Context: an optimization exercise on an open-source flow, tuned for small area. The choices shown serve that exercise and are no tape-out recipe.
Only simulation tests tie the RTL to the original design; equivalence was not proved.
Power and IR drop assume default switching activity.

$ cat flow/run.sh
#!/bin/bash
# synth_recipe.tcl (not shown) runs the flow's synth.tcl, then flattens the netlist and writes it again
# the make line also repeats each setting of config.mk as NAME=value (left out here)
make -C /OpenROAD-flow-scripts/flow DESIGN_CONFIG=/design/flow/config.mk WORK_HOME=/design/flow/orfs CLKGATE_MAP_FILE= SYNTH_SCRIPT=/design/flow/synth_recipe.tcl finish
$ cat flow/config.mk
export PLATFORM = sky130hd
export DESIGN_NAME = oscq
export DESIGN_NICKNAME = oscq
export VERILOG_FILES = /design/flow/design.v
export SDC_FILE = /design/flow/constraint.sdc
export NUM_CORES = 4
export LEC_CHECK = 0
export CAP_MARGIN = 20
export CORE_MARGIN = 2
export CORE_UTILIZATION = 40
export SLEW_MARGIN = 20
export SYNTH_MEMORY_MAX_BITS = 16384
$ cat flow/constraint.sdc
create_clock -name core_clock -period 10.0 [get_ports {clk}]
set_input_delay 2.0000 -clock core_clock [delete_from_list [all_inputs] [get_ports {clk}]]
set_output_delay 2.0000 -clock core_clock [all_outputs]
set_load 0.01 [all_outputs]
$ cat flow/design.v
module oscq_sintab (
    input  wire [8:0]  idx,
    output reg  [15:0] val
);
    always @(*) begin
        case (idx)
            9'd0: val = 16'd0;
            9'd1: val = 16'd201;
            9'd2: val = 16'd402;
            9'd3: val = 16'd603;
            9'd4: val = 16'd804;
            9'd5: val = 16'd1005;
            9'd6: val = 16'd1206;
            9'd7: val = 16'd1407;
            9'd8: val = 16'd1608;
            9'd9: val = 16'd1809;
            9'd10: val = 16'd2009;
            9'd11: val = 16'd2210;
            9'd12: val = 16'd2411;
            9'd13: val = 16'd2611;
            9'd14: val = 16'd2811;
            9'd15: val = 16'd3012;
            9'd16: val = 16'd3212;
            9'd17: val = 16'd3412;
            9'd18: val = 16'd3612;
            9'd19: val = 16'd3812;
            9'd20: val = 16'd4011;
            9'd21: val = 16'd4211;
            9'd22: val = 16'd4410;
            9'd23: val = 16'd4609;
            9'd24: val = 16'd4808;
            9'd25: val = 16'd5007;
            9'd26: val = 16'd5205;
            9'd27: val = 16'd5404;
            9'd28: val = 16'd5602;
            9'd29: val = 16'd5800;
            9'd30: val = 16'd5998;
            9'd31: val = 16'd6195;
            9'd32: val = 16'd6393;
            9'd33: val = 16'd6590;
            9'd34: val = 16'd6787;
            9'd35: val = 16'd6983;
            9'd36: val = 16'd7180;
            9'd37: val = 16'd7376;
            9'd38: val = 16'd7571;
            9'd39: val = 16'd7767;
            9'd40: val = 16'd7962;
            9'd41: val = 16'd8157;
            9'd42: val = 16'd8351;
            9'd43: val = 16'd8546;
            9'd44: val = 16'd8740;
            9'd45: val = 16'd8933;
            9'd46: val = 16'd9127;
            9'd47: val = 16'd9319;
            9'd48: val = 16'd9512;
            9'd49: val = 16'd9704;
            9'd50: val = 16'd9896;
            9'd51: val = 16'd10088;
            9'd52: val = 16'd10279;
            9'd53: val = 16'd10469;
            9'd54: val = 16'd10660;
            9'd55: val = 16'd10850;
            9'd56: val = 16'd11039;
            9'd57: val = 16'd11228;
            9'd58: val = 16'd11417;
            9'd59: val = 16'd11605;
            9'd60: val = 16'd11793;
            9'd61: val = 16'd11980;
            9'd62: val = 16'd12167;
            9'd63: val = 16'd12354;
            9'd64: val = 16'd12540;
            9'd65: val = 16'd12725;
            9'd66: val = 16'd12910;
            9'd67: val = 16'd13095;
            9'd68: val = 16'd13279;
            9'd69: val = 16'd13463;
            9'd70: val = 16'd13646;
            9'd71: val = 16'd13828;
            9'd72: val = 16'd14010;
            9'd73: val = 16'd14192;
            9'd74: val = 16'd14373;
            9'd75: val = 16'd14553;
            9'd76: val = 16'd14733;
            9'd77: val = 16'd14912;
            9'd78: val = 16'd15091;
            9'd79: val = 16'd15269;
            9'd80: val = 16'd15447;
            9'd81: val = 16'd15624;
            9'd82: val = 16'd15800;
            9'd83: val = 16'd15976;
            9'd84: val = 16'd16151;
            9'd85: val = 16'd16326;
            9'd86: val = 16'd16500;
            9'd87: val = 16'd16673;
            9'd88: val = 16'd16846;
            9'd89: val = 16'd17018;
            9'd90: val = 16'd17190;
            9'd91: val = 16'd17361;
            9'd92: val = 16'd17531;
            9'd93: val = 16'd17700;
            9'd94: val = 16'd17869;
            9'd95: val = 16'd18037;
            9'd96: val = 16'd18205;
            9'd97: val = 16'd18372;
            9'd98: val = 16'd18538;
            9'd99: val = 16'd18703;
            9'd100: val = 16'd18868;
            9'd101: val = 16'd19032;
            9'd102: val = 16'd19195;
            9'd103: val = 16'd19358;
            9'd104: val = 16'd19520;
            9'd105: val = 16'd19681;
            9'd106: val = 16'd19841;
            9'd107: val = 16'd20001;
            9'd108: val = 16'd20160;
            9'd109: val = 16'd20318;
            9'd110: val = 16'd20475;
            9'd111: val = 16'd20632;
            9'd112: val = 16'd20788;
            9'd113: val = 16'd20943;
            9'd114: val = 16'd21097;
            9'd115: val = 16'd21251;
            9'd116: val = 16'd21403;
            9'd117: val = 16'd21555;
            9'd118: val = 16'd21706;
            9'd119: val = 16'd21856;
            9'd120: val = 16'd22006;
            9'd121: val = 16'd22154;
            9'd122: val = 16'd22302;
            9'd123: val = 16'd22449;
            9'd124: val = 16'd22595;
            9'd125: val = 16'd22740;
            9'd126: val = 16'd22884;
            9'd127: val = 16'd23028;
            9'd128: val = 16'd23170;
            9'd129: val = 16'd23312;
            9'd130: val = 16'd23453;
            9'd131: val = 16'd23593;
            9'd132: val = 16'd23732;
            9'd133: val = 16'd23870;
            9'd134: val = 16'd24008;
            9'd135: val = 16'd24144;
            9'd136: val = 16'd24279;
            9'd137: val = 16'd24414;
            9'd138: val = 16'd24548;
            9'd139: val = 16'd24680;
            9'd140: val = 16'd24812;
            9'd141: val = 16'd24943;
            9'd142: val = 16'd25073;
            9'd143: val = 16'd25202;
            9'd144: val = 16'd25330;
            9'd145: val = 16'd25457;
            9'd146: val = 16'd25583;
            9'd147: val = 16'd25708;
            9'd148: val = 16'd25833;
            9'd149: val = 16'd25956;
            9'd150: val = 16'd26078;
            9'd151: val = 16'd26199;
            9'd152: val = 16'd26320;
            9'd153: val = 16'd26439;
            9'd154: val = 16'd26557;
            9'd155: val = 16'd26674;
            9'd156: val = 16'd26791;
            9'd157: val = 16'd26906;
            9'd158: val = 16'd27020;
            9'd159: val = 16'd27133;
            9'd160: val = 16'd27246;
            9'd161: val = 16'd27357;
            9'd162: val = 16'd27467;
            9'd163: val = 16'd27576;
            9'd164: val = 16'd27684;
            9'd165: val = 16'd27791;
            9'd166: val = 16'd27897;
            9'd167: val = 16'd28002;
            9'd168: val = 16'd28106;
            9'd169: val = 16'd28209;
            9'd170: val = 16'd28311;
            9'd171: val = 16'd28411;
            9'd172: val = 16'd28511;
            9'd173: val = 16'd28610;
            9'd174: val = 16'd28707;
            9'd175: val = 16'd28803;
            9'd176: val = 16'd28899;
            9'd177: val = 16'd28993;
            9'd178: val = 16'd29086;
            9'd179: val = 16'd29178;
            9'd180: val = 16'd29269;
            9'd181: val = 16'd29359;
            9'd182: val = 16'd29448;
            9'd183: val = 16'd29535;
            9'd184: val = 16'd29622;
            9'd185: val = 16'd29707;
            9'd186: val = 16'd29792;
            9'd187: val = 16'd29875;
            9'd188: val = 16'd29957;
            9'd189: val = 16'd30038;
            9'd190: val = 16'd30118;
            9'd191: val = 16'd30196;
            9'd192: val = 16'd30274;
            9'd193: val = 16'd30350;
            9'd194: val = 16'd30425;
            9'd195: val = 16'd30499;
            9'd196: val = 16'd30572;
            9'd197: val = 16'd30644;
            9'd198: val = 16'd30715;
            9'd199: val = 16'd30784;
            9'd200: val = 16'd30853;
            9'd201: val = 16'd30920;
            9'd202: val = 16'd30986;
            9'd203: val = 16'd31050;
            9'd204: val = 16'd31114;
            9'd205: val = 16'd31177;
            9'd206: val = 16'd31238;
            9'd207: val = 16'd31298;
            9'd208: val = 16'd31357;
            9'd209: val = 16'd31415;
            9'd210: val = 16'd31471;
            9'd211: val = 16'd31527;
            9'd212: val = 16'd31581;
            9'd213: val = 16'd31634;
            9'd214: val = 16'd31686;
            9'd215: val = 16'd31737;
            9'd216: val = 16'd31786;
            9'd217: val = 16'd31834;
            9'd218: val = 16'd31881;
            9'd219: val = 16'd31927;
            9'd220: val = 16'd31972;
            9'd221: val = 16'd32015;
            9'd222: val = 16'd32058;
            9'd223: val = 16'd32099;
            9'd224: val = 16'd32138;
            9'd225: val = 16'd32177;
            9'd226: val = 16'd32214;
            9'd227: val = 16'd32251;
            9'd228: val = 16'd32286;
            9'd229: val = 16'd32319;
            9'd230: val = 16'd32352;
            9'd231: val = 16'd32383;
            9'd232: val = 16'd32413;
            9'd233: val = 16'd32442;
            9'd234: val = 16'd32470;
            9'd235: val = 16'd32496;
            9'd236: val = 16'd32522;
            9'd237: val = 16'd32546;
            9'd238: val = 16'd32568;
            9'd239: val = 16'd32590;
            9'd240: val = 16'd32610;
            9'd241: val = 16'd32629;
            9'd242: val = 16'd32647;
            9'd243: val = 16'd32664;
            9'd244: val = 16'd32679;
            9'd245: val = 16'd32693;
            9'd246: val = 16'd32706;
            9'd247: val = 16'd32718;
            9'd248: val = 16'd32729;
            9'd249: val = 16'd32738;
            9'd250: val = 16'd32746;
            9'd251: val = 16'd32753;
            9'd252: val = 16'd32758;
            9'd253: val = 16'd32762;
            9'd254: val = 16'd32766;
            9'd255: val = 16'd32767;
            9'd256: val = 16'd32768;
            default: val = 16'd0;
        endcase
    end
endmodule
module oscq_wave (
    input  wire [31:0] phase,
    input  wire [31:0] duty,
    input  wire [31:0] xin,
    output wire [15:0] s_sine,
    output wire [15:0] s_ramp,
    output wire [15:0] s_tri,
    output wire [15:0] s_pwm,
    output wire [15:0] s_qx
);
    wire [1:0]  quad = phase[31:30];
    wire [7:0]  i    = phase[29:22];
    wire [8:0]  tidx = quad[0] ? (9'd256 - {1'b0, i}) : {1'b0, i};
    wire [15:0] tval;
    oscq_sintab u_tab (.idx(tidx), .val(tval));
    wire signed [16:0] sinq = quad[1] ? -$signed({1'b0, tval}) : $signed({1'b0, tval});
    wire        [16:0] sin_mag  = sinq[16] ? -sinq : sinq;
    wire        [16:0] sin_q    = sin_mag >> 3;
    wire signed [16:0] sin_res  = sinq[16] ? -$signed(sin_q) : $signed(sin_q);
    assign s_sine = sin_res[15:0];
    wire signed [31:0] ramp_a   = {~phase[31], phase[30:0]};
    wire        [32:0] ramp_mag = ramp_a[31] ? -{ramp_a[31], ramp_a} : {ramp_a[31], ramp_a};
    wire        [32:0] ramp_q   = ramp_mag >> 19;
    wire signed [32:0] ramp_res = ramp_a[31] ? -$signed(ramp_q) : $signed(ramp_q);
    assign s_ramp = ramp_res[15:0];
    wire signed [33:0] p_ext   = $signed({2'b00, phase});
    wire signed [33:0] tri_a   = phase[31] ? (34'sd3221225472 - p_ext) : (p_ext - 34'sd1073741824);
    wire        [33:0] tri_mag = tri_a[33] ? -tri_a : tri_a;
    wire        [33:0] tri_q   = tri_mag >> 18;
    wire signed [33:0] tri_res = tri_a[33] ? -$signed(tri_q) : $signed(tri_q);
    assign s_tri = tri_res[15:0];
    assign s_pwm = (phase > duty) ? 16'h1000 : 16'hF000;
    wire signed [32:0] x_ext = {xin[31], xin};
    wire        [32:0] x_mag = x_ext[32] ? -x_ext : x_ext;
    wire        [32:0] x_q   = x_mag >> 12;
    wire signed [32:0] x_res = x_ext[32] ? -$signed(x_q) : $signed(x_q);
    assign s_qx = x_res[15:0];
endmodule
module oscq (
    input  wire        clk,
    input  wire        rst,         
    input  wire        tx_valid,
    input  wire        tx_rw,       
    input  wire [3:0]  tx_idx,
    input  wire [31:0] tx_data,
    output reg         rd_valid,
    output reg  [31:0] rd_data,
    output reg         smp_valid,
    output wire [15:0] smp_data,
    output wire        done
);
    localparam [3:0] IDX_FREQ   = 4'd0,
                     IDX_PHASE  = 4'd1,
                     IDX_DUTY   = 4'd2,
                     IDX_COUNT  = 4'd3,
                     IDX_XIN    = 4'd4,
                     IDX_CMD    = 4'd5,
                     IDX_SAMPLE = 4'd6,
                     IDX_STATUS = 4'd7;
    localparam [7:0] OP_NOP   = 8'h00,
                     OP_SINE  = 8'h01,
                     OP_RAMP  = 8'h02,
                     OP_TRI   = 8'h03,
                     OP_PWM   = 8'h04,
                     OP_QX    = 8'h05,
                     OP_PASS  = 8'h06,
                     OP_RESET = 8'h07;
    reg [31:0] freq_r;
    reg [31:0] phase_r;
    reg [31:0] duty_r;
    reg [31:0] count_r;
    reg [31:0] xin_r;
    reg [15:0] sample_r;
    reg        err_overrun;
    reg        err_illcmd;
    reg        err_addr;
    assign done     = (count_r == 32'd0);
    assign smp_data = sample_r;
    wire       is_rd   = tx_valid & ~tx_rw;
    wire       is_wr   = tx_valid &  tx_rw;
    wire [7:0] op      = tx_data[7:0];
    wire [7:0] zero    = tx_data[15:8];
    wire [15:0] imm16  = tx_data[31:16];
    wire rd_legal = (tx_idx <= 4'd4) || (tx_idx == IDX_SAMPLE) || (tx_idx == IDX_STATUS);
    wire wr_reg   = is_wr && (tx_idx <= 4'd4);
    wire wr_cmd   = is_wr && (tx_idx == IDX_CMD);
    wire addr_err = (is_rd && !rd_legal) || (is_wr && (tx_idx >= 4'd6));
    wire cmd_legal = (zero == 8'd0) && (op <= 8'h07) && ((op == OP_PASS) || (imm16 == 16'd0));
    wire cmd_ok    = wr_cmd && cmd_legal;
    wire ill_cmd   = wr_cmd && !cmd_legal;
    wire is_osc    = cmd_ok && ((op == OP_SINE) || (op == OP_RAMP) ||
                                (op == OP_TRI)  || (op == OP_PWM));
    wire overrun   = is_osc && (count_r == 32'd0);
    wire osc_go    = is_osc && (count_r != 32'd0);
    wire do_qx     = cmd_ok && (op == OP_QX);
    wire do_pass   = cmd_ok && (op == OP_PASS);
    wire do_reset  = cmd_ok && (op == OP_RESET);
    wire emit      = osc_go || do_qx || do_pass;
    wire [15:0] s_sine, s_ramp, s_tri, s_pwm, s_qx;
    oscq_wave u_wave (
        .phase (phase_r),
        .duty  (duty_r),
        .xin   (xin_r),
        .s_sine(s_sine),
        .s_ramp(s_ramp),
        .s_tri (s_tri),
        .s_pwm (s_pwm),
        .s_qx  (s_qx)
    );
    reg [15:0] new_sample;
    always @(*) begin
        case (op)
            OP_SINE: new_sample = s_sine;
            OP_RAMP: new_sample = s_ramp;
            OP_TRI:  new_sample = s_tri;
            OP_PWM:  new_sample = s_pwm;
            OP_QX:   new_sample = s_qx;
            default: new_sample = imm16;    
        endcase
    end
    reg [31:0] rd_mux;
    always @(*) begin
        case (tx_idx)
            IDX_FREQ:   rd_mux = freq_r;
            IDX_PHASE:  rd_mux = phase_r;
            IDX_DUTY:   rd_mux = duty_r;
            IDX_COUNT:  rd_mux = count_r;
            IDX_XIN:    rd_mux = xin_r;
            IDX_SAMPLE: rd_mux = {{16{sample_r[15]}}, sample_r};
            IDX_STATUS: rd_mux = {28'd0, err_addr, err_illcmd, err_overrun, done};
            default:    rd_mux = 32'd0;
        endcase
    end
    always @(posedge clk) begin
        if (rst || do_reset) begin
            freq_r      <= 32'd0;
            phase_r     <= 32'd0;
            duty_r      <= 32'd0;
            count_r     <= 32'd0;
            xin_r       <= 32'd0;
            sample_r    <= 16'd0;
            err_overrun <= 1'b0;
            err_illcmd  <= 1'b0;
            err_addr    <= 1'b0;
        end else begin
            if (wr_reg) begin
                case (tx_idx)
                    IDX_FREQ:  freq_r  <= tx_data;
                    IDX_PHASE: phase_r <= tx_data;
                    IDX_DUTY:  duty_r  <= tx_data;
                    IDX_COUNT: count_r <= tx_data;
                    default:   xin_r   <= tx_data;
                endcase
            end
            if (osc_go) begin
                phase_r <= phase_r + freq_r;
                count_r <= count_r - 32'd1;
            end
            if (emit)     sample_r    <= new_sample;
            if (overrun)  err_overrun <= 1'b1;
            if (ill_cmd)  err_illcmd  <= 1'b1;
            if (addr_err) err_addr    <= 1'b1;
        end
    end
    always @(posedge clk) begin
        if (rst) begin
            rd_valid  <= 1'b0;
            smp_valid <= 1'b0;
            rd_data   <= 32'd0;
        end else begin
            rd_valid  <= is_rd;
            smp_valid <= emit;
            if (is_rd) rd_data <= rd_legal ? rd_mux : 32'd0;
        end
    end
endmodule
==> run summary <==
Post-Synth Adder-Cell Area around 5.4%; ANT nets after route 0; DRC Markers 0; multiplexer share of the synthesized area around 2.4%; pre-CTS WS ~2.1 ns; mean post-synth cell area ~7.0 um2; Period Utilization, post-route between 80% and 90%; Post-Layout Inst Area about 24000 um2; crit path DAT approximately 8.5 ns; TritonRoute pass-1 iters 8; Area after DPL approximately 23000 um2; Reg power frac roughly 37%; Hold Crit Class register to register; clk_skew ~0.017 ns; pwr dens ~100 nW/um2; slew margin rel. 17.7%; max-slew violations 0; Post-CTS Setup Repair Bufs 0; area delta synth->final 10.5%; Sequential cell area between 4000 and 5000 um2; synth top area cells dfxtp_1 20%, a21oi_1 7.6%, nand2_1 7.3%; Clock power frac a little over two fifths; critical path type register to register; Synth area leader dfxtp_1; Crit path top cell by count ha_1; total chip power ~2.4 mW; NumNets Final between 3k and 4k; full die area ~56000 um2; simple-gate share of the synthesized area a little over a quarter; number of vias per cell 6.89; antenna violations before repair 4; Clock Path Buffers 3; Yosys reg bits 213; crit path max-delay cell type ha_1; dpl hpwl about 80000 um; vias in the first global route ~23k; Syn Nets 3203; First DRT Iteration DRCs roughly 3.5k; Synth cell types ~110; fin crit period around 8.1 ns; CTS Buf Count 25; Async S/R FF share, synth 0%; Critical Path Sink Type register; pin count of the biggest net entering global routing just over 90; multi-input logic area about 16000 um2; leading cell types in the layout, fill and taps excluded 417 x nand2_1, 327 x a21oi_1, 233 x nor2_1; Post-synth EDFFs 0; sw frac around 30%; post-route setup slack ~1.9 ns; commonest non-fill, non-tap cell in the layout nand2_1; status timing/DRC/antenna clean; Synth Flop Type dfxtp_1; Total GRT Usage 37.3%; Reg clk slew, reported paths 0.06 ns; clock sinks ~210; LEAKAGE slightly above 8 nW; Core ar. 52800 um2; first-pass GRT wire length approximately 160000 um; worst reg-to-reg setup slack between 1.5 and 2 ns; Hold Slack between 0.4 and 0.5 ns; fraction of the yosys area taken by sequential cells 19.9%; logic gate share of total power 20.5%; CTS Hold Bufs 0; Post-Synthesis Cells roughly 3.1k; Fin Setup TNS 0 ns; die height between 200 and 250 um; Initial Util about two fifths; switching pwr around 0.7 mW; Yosys top cell area share between 10% and 20%; Critical Path Fanout Max 18; DR vias approximately 26k; Rows between 80 and 90; Filler Cell Count about 5.5k; max cap viols 0; Post-Syn Area 21500 um2; final hold vios 0; R2R depth 28; Synth Area in XOR/XNOR 5.86%; CP required roughly 10 ns; WL final ~110000 um; Startpoint Class register; number of H-tree levels 1; IO Pins just over 90; peak supply drop 116 uV; Root Driver clkbuf_16; hold depth 2; fmax between 100 and 150 MHz; grt total ovfl 0; die width around 240 um; layout cell share with drive strength beyond 1 approximately 7%; gpl congestion 1.02; Yosys warning total 2; slew at the pin closest to its max-slew limit about 1.2 ns; clk latency of the worst-skew pair around 0.55 ns; RSZ-0062 raised after global routing false; Buffers on Ports 90; CP max stage delay 0.77 ns; post-CTS resize count 0; routed len/inst between 20 and 30 um; CTS tree done; largest family of logic cells by synthesized area compound AO/OA/AOI/OAI gates; fraction of the mapped netlist area in compound gates 33.7%; endpoints failing setup 0; Pint approximately 1.7 mW
-- Yosys cell counts (all sizes together), types with 13 or more instances --
master   number
nand3        92
o21a         20
and3         22
or4          15
nand2b       42
nand2       418
o22ai        16
a211o        13
buf          95
nor2        234
mux2i        34
a22oi        92
a2111oi      20
o211ai       53
a211oi       59
nor4         45
nor3        101
xnor2       104
nand4        31
o311ai       14
and2         19
or2          15
a41oi        27
o21ai       172
nor2b        44
a21o         19
o221ai       22
a221oi       41
a21oi       329
or3          38
nor3b        14
dfxtp       213
ha           91
clkbuf      165
xor2         35
o31ai        20
a31oi        40
inv          74
a311oi       22
-- power by group through the flow --
stage / Sequential, mW / Combinational [mW] / Clock, mW
floorplan: 0.883 / 0.319 / 0
global placement: 0.885 / 0.467 / 0
detailed placement: 0.885 / 0.472 / 0
CTS: 0.866 / 0.474 / 1.03
global route: 0.867 / 0.519 / 1.06
finish: 0.867 / 0.487 / 1.02
-- layout make-up --
type / instances / area share [%]
Antenna cell: 1 / 0.0106
Clock buffer: 34 / 3.03
Clock inverter: 11 / 0.802
Inverter: 78 / 1.23
Multi-Input combinational cell: 2520 / 67.0
Sequential cell: 213 / 18.0
Tap cell: 688 / 3.63
Timing Repair Buffer: 167 / 6.29
-- per-stage QoR --
stage | utilization [%] | cells
floorplan | - | 3071
global placement | 43.2 | 3666
detailed placement | 43.2 | 3666
CTS | 44.9 | 3711
global route | 44.9 | 3711
finish | 44.9 | 3712
-- worst paths after layout --
path | start | to
worst max-delay path | phase_r[23] | sample_r[14]
worst max register to register | phase_r[23] | sample_r[14]
worst min register to register | xin_r[29] | xin_r[29]
worst min-delay path | xin_r[29] | xin_r[29]
-- flip-flops by register name, indices dropped and copies added, names as in the netlist --
name,flops
count_r,32
duty_r,32
err_addr,1
err_illcmd,1
err_overrun,1
freq_r,32
phase_r,32
rd_data,32
rd_valid,1
sample_r,16
smp_valid,1
xin_r,32
-- critical path: cells and delay by family, from the launching register on --
family,cells,cell delay [ns]
AOI/OAI and AO/OA,8,2.34
and+or+nand+nor,9,1.83
adders and majority gates,4,1.70
buffers and inverters,5,1.04
muxes,1,0.49
DFF,1,0.34
xor gates and xnor gates,1,0.18
-- layer usage --
| metal | global-route usage [%] | share of wire (%) | up-vias |
|---|---|---|---|
| li1 | - | - | 11400 |
| met1 | 49.2 | 40 | 12400 |
| met2 | 59.2 | 44 | 1545 |
| met3 | 6.43 | 10 | 311 |
| met4 | 16.9 | 5.2 | 4 |
| met5 | 0 | 0.020 | - |
-- cells by family after synthesis --
kind of cell               Yosys count
and+or+nand+nor                   1164
AOI/OAI and AO/OA                 1078
buffers and inverters              338
DFF                                213
xor gates and xnor gates           139
adders and majority gates           92
muxes                               47

[static timing again, ports no longer ideal]
In the flow no input, the clock included, has a driving cell. The finished layout below was timed again as built, in two steps.
Step 1: set_driving_cell puts a clkbuf_16 on clk and a buf_2 on each other input, an assumption about the parent block.
Step 2 moves the port delays by t, midway between the first and last clock arrival at a register: inputs arrive t later, outputs are due t later. That takes back most of the time a late clock gives input paths.
Three values: ideal ports, drivers, drivers and shift; two values: the first two.
t (ns): 0.597
setup slack, ns: 1.910 / 1.910 / 1.910
hold slack, ns: 0.472 / 0.472 / 0.472
latest minus earliest clock arrival (ns): 0.017 / 0.016
After both steps setup and hold are still met in this run. The setup slack of this run moves by 0.000 ns with the drivers and by 0.000 ns with both steps.
